This is an optimization exercise on Yosys and OpenROAD, whose aim is small area, a short achievable clock period and few clock cycles, not a production implementation.
RTL that was checked went through simulation tests only; none was proved equivalent to the original.
Power is estimated from default activity; no workload was simulated.

==> flow/design.v (excerpt) <==
module qgk (
    input  wire        clk,
    input  wire        rst,
    input  wire        reg_wr,
    input  wire [6:0]  reg_addr,
    input  wire [31:0] reg_wdata,
    output reg  [31:0] reg_rdata,
    output wire        busy,
    output reg         mem_req,
    output reg         mem_we,
    output reg  [31:0] mem_addr,
    output reg  [3:0]  mem_be,
    output reg  [31:0] mem_wdata,
    input  wire        mem_ready,
    input  wire [31:0] mem_rdata
);
    reg [31:0] cmd_r;
    reg        st_done, st_err;
    reg [2:0]  st_cause;
    reg [31:0] wptr, aptr, bptr, mptr, sptr, zptr, optr;
    reg [15:0] nch, klen;
    reg [7:0]  zw, zout, zin;
    reg [31:0] src, dst, len;
    reg [2:0]  pbit;
    reg [31:0] rqsum, rqmul;
    reg [7:0]  rqshift, rqres;
    reg [31:0] acc0, acc1, acc2, acc3;
    localparam S_IDLE = 5'd0,
               S_Z0   = 5'd1,    
               S_Z1   = 5'd2,
               S_BA   = 5'd3,    
  ...
==> flow/config.mk <==
export PLATFORM = sky130hd
export DESIGN_NAME = qgk
export DESIGN_NICKNAME = qgk
export VERILOG_FILES = /design/flow/design.v
export SDC_FILE = /design/flow/constraint.sdc
export NUM_CORES = 8
export LEC_CHECK = 0
export CAP_MARGIN = 20
export CORE_MARGIN = 2
export CORE_UTILIZATION = 40
export SLEW_MARGIN = 20
==> flow/constraint.sdc <==
create_clock -name core_clock -period 16.0 [get_ports {clk}]
set_input_delay 3.2000 -clock core_clock [delete_from_list [all_inputs] [get_ports {clk}]]
set_output_delay 3.2000 -clock core_clock [all_outputs]
set_load 0.01 [all_outputs]
standard.sh (not shown) runs the stock make flow with config.mk's settings and CLKGATE_MAP_FILE= SYNTH_SCRIPT=/design/flow/synth_recipe.tcl, a recipe that flattens the netlist after the stock synthesis.
==> flow/flow/run.sh <==
#!/bin/bash
# The standard ORFS layout (standard synthesis, floorplan, placement, CTS,
# routing), with ORFS's timing repair asked to keep a setup margin of
# MARGIN ns at the design's clock period. The make output goes to
# standard_flow.log; ORFS keeps each step's log under orfs/logs/.
set -euo pipefail
MARGIN=7.5
bash standard.sh SETUP_SLACK_MARGIN=$MARGIN finish > standard_flow.log 2>&1
Testbench counts at the start, summed over its fixed seeds: cycles 62,382.
Change:
--- a/flow/flow/run.sh
+++ b/flow/flow/run.sh
@@ -6,3 +6,3 @@
 set -euo pipefail
-MARGIN=7.5
+MARGIN=8
 bash standard.sh SETUP_SLACK_MARGIN=$MARGIN finish > standard_flow.log 2>&1
--- a/flow/config.mk
+++ b/flow/config.mk
@@ -9,3 +9,3 @@
 export CORE_MARGIN = 2
-export CORE_UTILIZATION = 40
+export CORE_UTILIZATION = 60
 export SLEW_MARGIN = 20
- design area grows slightly
- combinational power rose by a few percent
- clock-buffer cell count goes down by 6
- utilization climbs by 23 points
- register-to-register slack improves by 0.32 ns
- first-iteration DRC count rose by a quarter to a third
- via count went up by a few percent
Change:
==> flow/run.sh (new file) <==
#!/bin/bash
# synth_recipe.tcl (not shown) runs the flow's synth.tcl, then flattens the netlist and writes it again
# the make line also repeats each setting of config.mk as NAME=value (left out here)
make -C /OpenROAD-flow-scripts/flow DESIGN_CONFIG=/design/flow/config.mk WORK_HOME=/design/flow/orfs CLKGATE_MAP_FILE= SYNTH_SCRIPT=/design/flow/synth_recipe.tcl finish
--- a/flow/config.mk
+++ b/flow/config.mk
@@ -10,2 +10,3 @@
 export CORE_UTILIZATION = 60
+export SETUP_SLACK_MARGIN = 5
 export SLEW_MARGIN = 20
removed: flow/flow/run.sh
removed: flow/standard.sh
Outcome:
- The new run finished clean
- die area is unchanged
- wire length falls by 6.3%
- cell area came out lower by 4.9%
- clock skew climbs by 0.0040 ns

qgk, a different RTL version from the one above (not shown whole).
Size in the first run: roughly 8900 cells after synthesis, about 1300 flip-flops, about 180 I/O pins, about 91000 um2 of cells after synthesis.
// qgk
module qgk (
    input  wire        clk,
    input  wire        rst,
    input  wire        reg_wr,
    input  wire [6:0]  reg_addr,
    input  wire [31:0] reg_wdata,
    output reg  [31:0] reg_rdata,
    output wire        busy,
    output reg         mem_req,
    output reg         mem_we,
    output reg  [31:0] mem_addr,
    output reg  [3:0]  mem_be,
    output reg  [31:0] mem_wdata,
    input  wire        mem_ready,
    input  wire [31:0] mem_rdata
);
    reg [31:0] cmd_r;
    reg        st_done, st_err;
    reg [2:0]  st_cause;
    reg [31:0] wptr, aptr, bptr, mptr, sptr, zptr, optr;
    reg [15:0] nch, klen;
    reg [7:0]  zw, zout, zin;
    reg [31:0] src, dst, len;
    reg [2:0]  pbit;
    reg [31:0] rqsum, rqmul;
    reg [7:0]  rqshift, rqres;
    reg [31:0] acc0, acc1, acc2, acc3;
    localparam S_IDLE = 5'd0,
               S_Z0   = 5'd1,    
               S_Z1   = 5'd2,
               S_BA   = 5'd3,    
               S_BB   = 5'd4,
               S_WA   = 5'd5,    
               S_WB   = 5'd6,
               S_X1   = 5'd7,    
               S_X2   = 5'd8,
               S_GW   = 5'd9,    
               S_OW   = 5'd10,   
               S_MA   = 5'd11,   
               S_MB   = 5'd12,
               S_S0   = 5'd13,
               S_S1   = 5'd14,
               S_TW   = 5'd15,   
               S_OP   = 5'd16,   
               S_U_RD = 5'd17,   
               S_U_WR = 5'd18,   
               S_P_OR = 5'd19,   
               S_P_RD = 5'd20,   
               S_P_WR = 5'd21,   
               S_C_RD = 5'd22,   
               S_C_WR = 5'd23,   
               S_RQ   = 5'd24;   
    reg [24:0] st;
    assign busy = !st[S_IDLE];
    reg [1:0]  wa, wo;
    reg        zpc;
    reg        conv;         
    reg [31:0] pw;           
    reg [15:0] ch;           
    reg [14:0] aw;           
    reg [15:0] co;           
    reg [1:0]  owk;          
    reg        fin;          
    reg [31:0] ba;           
    reg [31:0] wra, wrb;     
    reg [7:0]  za, zb;
    reg [31:0] ma, mb;
    reg [7:0]  sa, sb;
    reg [15:0] b1, b2;       
    reg [59:0] la_r;         
    reg [31:0] xr;           
    reg [17:0] x3lo, x3hi;   
    reg        xv, xc;       
    reg        bias_a, bias_b;
  ...
export LEC_CHECK = 0
export CAP_MARGIN = 20
export CORE_MARGIN = 2
export CORE_UTILIZATION = 55
export CTS_CLUSTER_DIAMETER = 100
export CTS_CLUSTER_SIZE = 20
export SLEW_MARGIN = 20
create_clock -name core_clock -period 16.0 [get_ports {clk}]
==> flow/flow/run.sh <==
#!/bin/bash
# The standard ORFS layout (standard synthesis, floorplan, placement, CTS,
# routing), with two changes: the port buffers are buf_2 cells rather than the
# default delay buffers, and ORFS's timing repair is asked to keep a setup
# margin of MARGIN ns at the design's clock period. The make output goes to
# standard_flow.log; ORFS keeps each step's log under orfs/logs/.
set -euo pipefail
MARGIN=7.6
bash standard.sh SETUP_SLACK_MARGIN=$MARGIN "BUFFER_PORTS_ARGS=-buffer_cell sky130_fd_sc_hd__buf_2" finish > standard_flow.log 2>&1
The starting point completed without violations.
Next try:
==> flow/flow/run.sh (replaced) <==
#!/bin/bash
# The standard ORFS layout (standard synthesis, floorplan, placement, CTS,
# routing), with two changes: the port buffers are buf_4 cells rather than the
# default delay buffers, and ORFS's timing repair is asked to keep a setup
# margin of MARGIN ns at the design's clock period. The make output goes to
# standard_flow.log; ORFS keeps each step's log under orfs/logs/.
set -euo pipefail
MARGIN=7.6
bash standard.sh SETUP_SLACK_MARGIN=$MARGIN "BUFFER_PORTS_ARGS=-buffer_cell sky130_fd_sc_hd__buf_4" finish > standard_flow.log 2>&1
The changed run went through all stages and came out clean.
Setup slack loses 0.039 ns.
Via count came out lower by 0.57%.
Cell area came out higher by 0.77%.
Area after synthesis stays the same.
Sequential power stays flat.
Worst hold slack gains 0.0067 ns.
Die area does not change.
Maximum frequency came out lower by 0.45%.
Clock skew came out higher by 0.0032 ns.
No run of this note included a check of the RTL's function; only the layout flow was run.

Another version of the RTL of qgk (not shown whole).
Size: about 1300 flip-flops, about 180 I/O pins, roughly 91000 µm² of cells after synthesis.
==> flow/design.v (excerpt) <==
module qgk (
    input  wire        clk,
    input  wire        rst,
    input  wire        reg_wr,
    input  wire [6:0]  reg_addr,
    input  wire [31:0] reg_wdata,
    output reg  [31:0] reg_rdata,
    output wire        busy,
    output reg         mem_req,
    output reg         mem_we,
    output reg  [31:0] mem_addr,
    output reg  [3:0]  mem_be,
    output reg  [31:0] mem_wdata,
    input  wire        mem_ready,
    input  wire [31:0] mem_rdata
);
export LEC_CHECK = 0
export CAP_MARGIN = 20
export CORE_MARGIN = 2
export CORE_UTILIZATION = 55
export CTS_CLUSTER_DIAMETER = 100
export CTS_CLUSTER_SIZE = 20
export SLEW_MARGIN = 20
create_clock -name core_clock -period 16.0 [get_ports {clk}]
==> flow/flow/run.sh <==
#!/bin/bash
# The standard ORFS layout (standard synthesis, floorplan, placement, CTS,
# routing), with ORFS's timing repair asked to keep a setup margin of
# MARGIN ns at the design's clock period. The make output goes to
# standard_flow.log; ORFS keeps each step's log under orfs/logs/.
set -euo pipefail
MARGIN=7.6
bash standard.sh SETUP_SLACK_MARGIN=$MARGIN finish > standard_flow.log 2>&1
Change:
--- a/flow/flow/run.sh
+++ b/flow/flow/run.sh
@@ -6,3 +6,3 @@
 set -euo pipefail
-MARGIN=7.6
+MARGIN=7.4
 bash standard.sh SETUP_SLACK_MARGIN=$MARGIN finish > standard_flow.log 2>&1
--- a/flow/config.mk
+++ b/flow/config.mk
@@ -9,3 +9,3 @@
 export CORE_MARGIN = 2
-export CORE_UTILIZATION = 55
+export CORE_UTILIZATION = 60
 export CTS_CLUSTER_DIAMETER = 100
After rerunning: The new run ran to the end with no violations. Global-route usage increases by 1.6 points. Worst setup slack loses 170 ps. Sequential power hardly moves.
No functional check of the RTL was part of any run of this note.

run 1:
Another version of the RTL of qgk (not shown whole).
Size: ~9000 cells after synthesis, about 1300 flip-flops, about 180 I/O pins, about 0.092 mm² of cells after synthesis.
Design qgk, start of the top module:
module qgk (
    input  wire        clk,
    input  wire        rst,
    input  wire        reg_wr,
    input  wire [6:0]  reg_addr,
    input  wire [31:0] reg_wdata,
    output reg  [31:0] reg_rdata,
    output wire        busy,
    output reg         mem_req,
    output reg         mem_we,
    output reg  [31:0] mem_addr,
    output reg  [3:0]  mem_be,
    output reg  [31:0] mem_wdata,
    input  wire        mem_ready,
    input  wire [31:0] mem_rdata
);
    reg [31:0] cmd_r;
    reg        st_done, st_err;
    reg [2:0]  st_cause;
    reg [31:0] wptr, aptr, bptr, mptr, sptr, zptr, optr;
    reg [15:0] nch, klen;
    reg [7:0]  zw, zout, zin;
    reg [31:0] src, dst, len;
    reg [2:0]  pbit;
    reg [31:0] rqsum, rqmul;
    reg [7:0]  rqshift, rqres;
    reg [31:0] acc0, acc1, acc2, acc3;
    localparam S_IDLE = 5'd0,
               S_Z0   = 5'd1,    
               S_Z1   = 5'd2,
               S_BA   = 5'd3,    
               S_BB   = 5'd4,
               S_WA   = 5'd5,    
               S_WB   = 5'd6,
               S_X1   = 5'd7,    
               S_X2   = 5'd8,
               S_GW   = 5'd9,    
               S_OW   = 5'd10,   
  ...
export LEC_CHECK = 0
export CAP_MARGIN = 20
export CORE_MARGIN = 2
export CORE_UTILIZATION = 60
export CTS_CLUSTER_DIAMETER = 100
export CTS_CLUSTER_SIZE = 20
export SLEW_MARGIN = 20
create_clock -name core_clock -period 16.0 [get_ports {clk}]
==> flow/flow/run.sh <==
#!/bin/bash
# The standard ORFS layout (standard synthesis, floorplan, placement, CTS,
# routing), with ORFS's timing repair asked to keep a setup margin of
# MARGIN ns at the design's clock period. The make output goes to
# standard_flow.log; ORFS keeps each step's log under orfs/logs/.
set -euo pipefail
MARGIN=7.4
bash standard.sh SETUP_SLACK_MARGIN=$MARGIN finish > standard_flow.log 2>&1
Run 1 completed end to end with timing, DRC and antenna clean.
Testbench counts of run 1, summed over its fixed seeds: cycles 62,382.
Input-level comparison between run 2 and run 1:
- a deleted CTS_CLUSTER_DIAMETER that had been 100
- a deleted CTS_CLUSTER_SIZE that had been 20
- an added CTS_BUF_LIST of sky130_fd_sc_hd__clkbuf_8
==> comparison <==
Comparing run 2 and run 1, the lower share of total power in the clock network is on run 1.
[compare] base=run 1 new=run 2: signed area change from the synthesized netlist to the final layout now larger; final cell count now larger; clock-pin slew reported for the worst setup and hold paths after clock tree synthesis now smaller; overall power consumption now larger.
In run 2, power density normalized to cell area is higher than in run 1.
Run 1 → run 2: shortest clock period the worst path allows after layout now sits higher; count of clock-buffer cells in the layout moved up; sequential share of layout area fell by 0.70 points; highest achievable clock rate now sits lower; utilization rose 1.2 points.

## re-timing with driven ports
In the flow no input, the clock included, has a driving cell. The finished layouts below were timed again as built, in two steps.
Step 1 sets driving cells, clkbuf_16 on the clock port and buf_2 on the other inputs (assumed; they add their load-dependent delay and slew).
Step 2 adds t to the input delays and takes it off the output delays; t is the mean of the earliest and latest rising clock arrival at the registers after step 1. Input paths then give back, and output paths get back, about the clock's delay inside the block.
Three values: ideal, step 1, step 2; two values: the first two.
| run | shift t [ns] | setup slack, ns | worst data-port slew with drivers (ns) |
|---|---|---|---|
| the first run of note 1 | 0.915 | 7.121 / 7.020 / 7.020 | 0.14 |
| the second run of note 1 | 0.922 | 7.213 / 7.123 / 7.213 | 0.16 |
| the third run of note 1 | 0.915 | 5.230 / 5.206 / 5.206 | 0.17 |
| the first run of note 2 | 0.839 | 7.321 / 7.267 / 6.855 | 0.12 |
| the second run of note 2 | 0.855 | 7.281 / 7.209 / 6.937 | 0.11 |
| the first run of note 3 | 0.827 | 7.388 / 7.347 / 7.126 | 0.15 |
| the second run of note 3 | 0.841 | 7.217 / 7.137 / 7.000 | 0.09 |
| run 1 | 0.806 | 7.343 / 7.313 / 7.313 | 0.05 |
| run 2 | 1.063 | 7.222 / 7.183 / 7.183 | 0.05 |
After both steps setup and hold are still met in every run listed. The setup slack of the first run of note 2, which loses most, moves by -0.054 ns with the drivers and by -0.466 ns with both steps.
